Context: an optimization exercise on an open-source flow, tuned for small area, a short achievable clock period and few clock cycles. The choices shown serve that exercise and are no tape-out recipe.
The RTL was checked by simulation tests, not by an equivalence proof against the original design.
Power and IR drop assume default switching activity.

## ofdmtx_enc
module ofdmtx_enc (
    input  wire        clk,
    input  wire        rst,
    input  wire        start_valid,
    output wire        start_ready,
    input  wire [7:0]  cfg_rb,      
    input  wire [11:0] cfg_len,     
    input  wire [6:0]  cfg_seed,    
    input  wire        in_valid,
    output wire        in_ready,
    input  wire [7:0]  in_data,
    output wire        out_valid,
    input  wire        out_ready,
    output wire [5:0]  out_data,
    output wire        out_last,
    output wire        out_err
);
For scale: ~1400 cells after synthesis, roughly 260 flip-flops.
export LEC_CHECK = 0
export CAP_MARGIN = 20
export CORE_MARGIN = 2
export CORE_UTILIZATION = 40
export CTS_CLUSTER_DIAMETER = 80
export CTS_CLUSTER_SIZE = 40
export SLEW_MARGIN = 20
create_clock -name core_clock -period 20.0 [get_ports {clk}]
standard.sh (not shown) runs the stock make flow with config.mk's settings and CLKGATE_MAP_FILE= SYNTH_SCRIPT=/design/flow/synth_recipe.tcl, a recipe that flattens the netlist after the stock synthesis.
==> flow/flow/run.sh <==
#!/bin/bash
# The standard layout (the standard.sh: standard synthesis, then ORFS to
# finish), with ORFS's own setup repair asked to leave a slack margin, so that
# its sizing passes also shorten the paths that already meet the 20 ns clock.
# The clock, the constraints and every other step are the standard ones.
set -euo pipefail
bash standard.sh SETUP_SLACK_MARGIN=15.0 finish > standard_finish.log 2>&1
Testbench counts at the start, summed over its fixed seeds: cycles 75,348.
==> next run, changes <==
--- a/flow/config.mk
+++ b/flow/config.mk
@@ -9,5 +9,5 @@
 export CORE_MARGIN = 2
 export CORE_UTILIZATION = 40
-export CTS_CLUSTER_DIAMETER = 80
-export CTS_CLUSTER_SIZE = 40
+export CTS_CLUSTER_DIAMETER = 70
+export CTS_CLUSTER_SIZE = 35
 export SLEW_MARGIN = 20
Effect: Global-route usage goes up by 0.21 points; first-iteration DRC count came out lower by 1.4%; routed wire length rose by 1.2%; die area is unchanged; design area increases by 1.7%; maximum frequency decreases by 0.52%.
==> next run, changes <==
==> flow/flow/run.sh (replaced) <==
#!/bin/bash
# The standard layout (the standard.sh: standard synthesis, then ORFS to
# finish), with two changes to how it is made:
#  - ORFS's own setup repair is asked to leave a slack margin, so that its
#    sizing passes also shorten the paths that already meet the 20 ns clock;
#  - the port buffers that buffer_ports inserts on every input and output are
#    plain buf_1 cells rather than the default pick (a delay buffer).
# The clock, the constraints and every other step are the standard ones.
set -euo pipefail
bash standard.sh SETUP_SLACK_MARGIN=15.0 "BUFFER_PORTS_ARGS=-buffer_cell sky130_fd_sc_hd__buf_1" finish > standard_finish.log 2>&1
--- a/flow/config.mk
+++ b/flow/config.mk
@@ -9,5 +9,5 @@
 export CORE_MARGIN = 2
 export CORE_UTILIZATION = 40
-export CTS_CLUSTER_DIAMETER = 70
-export CTS_CLUSTER_SIZE = 35
+export CTS_CLUSTER_DIAMETER = 80
+export CTS_CLUSTER_SIZE = 40
 export SLEW_MARGIN = 20
Result: The changed run passed the timing, design-rule and antenna checks; routed wire length drops by 1.0%; power drops by 2.6%; clock-buffer cell count drops by 4.
==> next run, changes <==
==> flow/flow/run.sh (replaced) <==
#!/bin/bash
# The standard layout (the standard.sh: standard synthesis, then ORFS to
# finish), with ORFS's own setup repair asked to leave a slack margin, so that
# its sizing passes also shorten the paths that already meet the 20 ns clock.
# The clock, the constraints and every other step are the standard ones.
set -euo pipefail
bash standard.sh SETUP_SLACK_MARGIN=15.0 finish > standard_finish.log 2>&1
--- a/flow/config.mk
+++ b/flow/config.mk
@@ -9,5 +9,3 @@
 export CORE_MARGIN = 2
 export CORE_UTILIZATION = 40
-export CTS_CLUSTER_DIAMETER = 80
-export CTS_CLUSTER_SIZE = 40
 export SLEW_MARGIN = 20
The changed run produced a clean layout.
Wire length increases slightly.
Final area increases by a few percent.
Setup slack gets worse by 27 ps.
Flip-flop and latch count does not change.
Clock power increases by well over a third.
==> next run, changes <==
==> flow/run.sh (new file) <==
#!/bin/bash
# synth_recipe.tcl (not shown) runs the flow's synth.tcl, then flattens the netlist and writes it again
# the make line also repeats each setting of config.mk as NAME=value (left out here)
make -C /OpenROAD-flow-scripts/flow DESIGN_CONFIG=/design/flow/config.mk WORK_HOME=/design/flow/orfs CLKGATE_MAP_FILE= SYNTH_SCRIPT=/design/flow/synth_recipe.tcl finish
removed: flow/flow/run.sh
removed: flow/standard.sh
Setup slack degrades by 440 ps.
Hold slack barely changes.
Sequential share of layout area barely changes.
Synthesized area does not change.
Final area hardly moves.
Routed wire length is about the same.
Die area is unchanged.
Sequential cell count stays the same.


the baseline:
ofdmtx_enc, a different RTL version from the one above (not shown whole).
Size in the first run: roughly 1400 cells after synthesis, roughly 260 flip-flops, roughly 51 I/O pins, roughly 0.015 sq mm of cells after synthesis.
Settings: LEC_CHECK=0, CAP_MARGIN=20, CORE_MARGIN=2, CORE_UTILIZATION=40, SLEW_MARGIN=20; clock period 20.0 ns.
==> flow/flow/run.sh <==
#!/bin/bash
# The standard layout (the standard.sh: standard synthesis, then ORFS to
# finish), with ORFS's own setup repair asked to leave a slack margin, so that
# its sizing passes also shorten the paths that already meet the 20 ns clock.
# The clock, the constraints and every other step are the standard ones.
set -euo pipefail
bash standard.sh SETUP_SLACK_MARGIN=15.0 finish > standard_finish.log 2>&1
Testbench counts of the baseline, summed over its fixed seeds: cycles 75,348.
Here is what was changed in the inputs of the candidate compared with the baseline.
==> flow/run.sh (new file) <==
#!/bin/bash
# synth_recipe.tcl (not shown) runs the flow's synth.tcl, then flattens the netlist and writes it again
# the make line also repeats each setting of config.mk as NAME=value (left out here)
make -C /OpenROAD-flow-scripts/flow DESIGN_CONFIG=/design/flow/config.mk WORK_HOME=/design/flow/orfs CLKGATE_MAP_FILE= SYNTH_SCRIPT=/design/flow/synth_recipe.tcl finish
removed: flow/flow/run.sh
removed: flow/standard.sh
- Going from the baseline to the candidate, internal power contribution shrank by 0.46%, total power density per cell area held steady.
- Going from the baseline to the candidate, final clock period utilization by the worst path grows by 1.9 points.
- Between the baseline and the candidate, fraction of final layout cells with drive strength greater than 1 is higher for the baseline, the candidate comes in under that.
- Largest incremental delay on the critical path | the candidate above the baseline
- On cell area, the higher figure sits with the baseline, not the candidate.
- [compare] base=the baseline new=the candidate: global-route usage shows no meaningful change; post-layout total power dropped 0.58%; static leakage fell by 0.058 nW; register-to-register path setup slack lost 0.72 ns.


== lane 5 ==
Another version of the RTL of ofdmtx_enc (not shown whole).
For scale: ~1400 cells after synthesis, roughly 51 I/O pins, about 0.015 mm^2 of cells after synthesis.
export LEC_CHECK = 0
export CAP_MARGIN = 20
export CORE_MARGIN = 2
export CORE_UTILIZATION = 40
export CTS_CLUSTER_DIAMETER = 70
export CTS_CLUSTER_SIZE = 35
export SLEW_MARGIN = 20
create_clock -name core_clock -period 20.0 [get_ports {clk}]
==> flow/flow/run.sh <==
#!/bin/bash
# The standard layout (the standard.sh: standard synthesis, then ORFS to
# finish), with these changes to how it is made:
#  - ORFS's own setup repair is asked to leave a slack margin, so that its
#    sizing passes also shorten the paths that already meet the 20 ns clock;
#  - the port buffers that buffer_ports inserts on every input and output are
#    plain buf_1 cells rather than the default pick (a delay buffer);
#  - clock tree synthesis uses the clustering of config.mk and inserts no
#    dummy balancing loads (the same arguments ORFS builds, plus
#    -dont_use_dummy_load).
# The clock, the constraints and every other step are the standard ones.
set -euo pipefail
bash standard.sh SETUP_SLACK_MARGIN=15.4 \
    "BUFFER_PORTS_ARGS=-buffer_cell sky130_fd_sc_hd__buf_1" \
    "CTS_ARGS=-sink_clustering_enable -repair_clock_nets -sink_clustering_size 35 -sink_clustering_max_diameter 70 -dont_use_dummy_load" \
    finish > standard_finish.log 2>&1
Testbench counts of lane 5, summed over its fixed seeds: cycles 75,348.
## Diff of input files: lane 2 against lane 5
diff --git a/flow/flow/run.sh b/flow/flow/run.sh
--- a/flow/flow/run.sh
+++ b/flow/flow/run.sh
@@ -13 +13 @@
-bash standard.sh SETUP_SLACK_MARGIN=15.4 \
+bash standard.sh SETUP_SLACK_MARGIN=15.0 \
[summary]
On worst-skew pair later-pin latency, lane 2 and lane 5 are neck and neck.
The post-route total power was comparable across lane 2 and lane 5.
Against lane 5, lane 2 reports a smallest setup slack after layout that is higher.
Delta (lane 2 minus lane 5): net switching share of the total power fell by 0.16 points; power spent charging and discharging nets stayed essentially flat.


ofdmtx_enc again, from the RTL that the note above started with.
clock: 20.0 ns
lec_check: 0
cap_margin: 20
core_margin: 2
core_utilization: 40
cts_buf_list: sky130_fd_sc_hd__clkbuf_8 sky130_fd_sc_hd__clkbuf_16
cts_cluster_diameter: 70
cts_cluster_size: 35
slew_margin: 20
==> flow/flow/run.sh <==
#!/bin/bash
# The standard layout (the standard.sh: standard synthesis, then ORFS to
# finish), with two changes to how it is made:
#  - ORFS's own setup repair is asked to leave a slack margin, so that its
#    sizing passes also shorten the paths that already meet the 20 ns clock;
#  - the port buffers that buffer_ports inserts on every input and output are
#    plain buf_1 cells rather than the default pick (a delay buffer).
# The clock, the constraints and every other step are the standard ones.
set -euo pipefail
bash standard.sh SETUP_SLACK_MARGIN=15.0 "BUFFER_PORTS_ARGS=-buffer_cell sky130_fd_sc_hd__buf_1" finish > standard_finish.log 2>&1
Testbench counts at the start, summed over its fixed seeds: cycles 75,348.
Edit:
CTS_BUF_LIST = default   (was sky130_fd_sc_hd__clkbuf_8 sky130_fd_sc_hd__clkbuf_16)
Result:
- The new run went through all stages and came out clean
- routed wire length stays flat
- register-to-register slack is about the same
- worst setup slack is unchanged
- clock skew barely changes
- core utilization does not change
- first-iteration DRC count falls by 0.62%
- cell count is unchanged
- synthesized area does not change
Edit:
CAP_MARGIN = 5   (was 20)
SLEW_MARGIN = 5   (was 20)
Result: Design area went down by 0.38%; wire length went up by 0.50%; global-route usage barely changes; maximum frequency stays flat; count of clock-buffer cells in the layout went down by 1; final cell count barely changes; core utilization went down by 0.17 points; power went down by 0.80%; critical path depth does not change; sequential power barely changes; non-clock buffer count went up by 1.

## static timing again, ports no longer ideal
How much do the figures lean on ideal ports? The routed layouts below were timed once more, with nothing changed but the port constraints.
Step 1, drivers: a clkbuf_16 drives clk and a buf_2 each remaining input, both assumed.
Step 2 times the ports against the registers' clock, not the clock port: input delays grow and output delays shrink by t, the midpoint of the rising clock arrivals with the driver on.
Slacks: no drivers / after step 1 / after step 2; pairs: no drivers / after step 1.
| run | t (ns) | setup slack, ns | hold WS [ns] |
|---|---|---|---|
| the first run of note 1 | 0.550 | 14.973 / 14.921 / 14.535 | 0.472 / 0.472 / 0.472 |
| the second run of note 1 | 0.585 | 14.947 / 14.893 / 14.529 | 0.448 / 0.448 / 0.448 |
| the third run of note 1 | 0.558 | 14.977 / 14.921 / 14.795 | 0.436 / 0.436 / 0.436 |
| the fourth run of note 1 | 0.603 | 14.950 / 14.899 / 14.518 | 0.454 / 0.454 / 0.454 |
| the fifth run of note 1 | 0.609 | 14.506 / 14.453 / 14.087 | 0.451 / 0.451 / 0.451 |
| the baseline | 0.613 | 14.921 / 14.869 / 14.609 | 0.455 / 0.455 / 0.455 |
| the candidate | 0.613 | 14.535 / 14.483 / 14.571 | 0.453 / 0.453 / 0.453 |
| lane 5 | 0.545 | 14.937 / 14.887 / 14.852 | 0.459 / 0.459 / 0.459 |
| lane 2 | 0.551 | 15.008 / 14.955 / 14.787 | 0.447 / 0.447 / 0.447 |
| the first run of note 4 | 0.580 | 14.966 / 14.912 / 14.797 | 0.453 / 0.453 / 0.453 |
| the second run of note 4 | 0.580 | 14.966 / 14.912 / 14.797 | 0.453 / 0.453 / 0.453 |
| the third run of note 4 | 0.574 | 14.955 / 14.905 / 14.801 | 0.457 / 0.457 / 0.457 |
After both steps setup and hold are still met in every run listed. For the first run of note 1, which loses most, drivers alone change the setup slack by -0.052 ns; drivers and shift together by -0.438 ns.
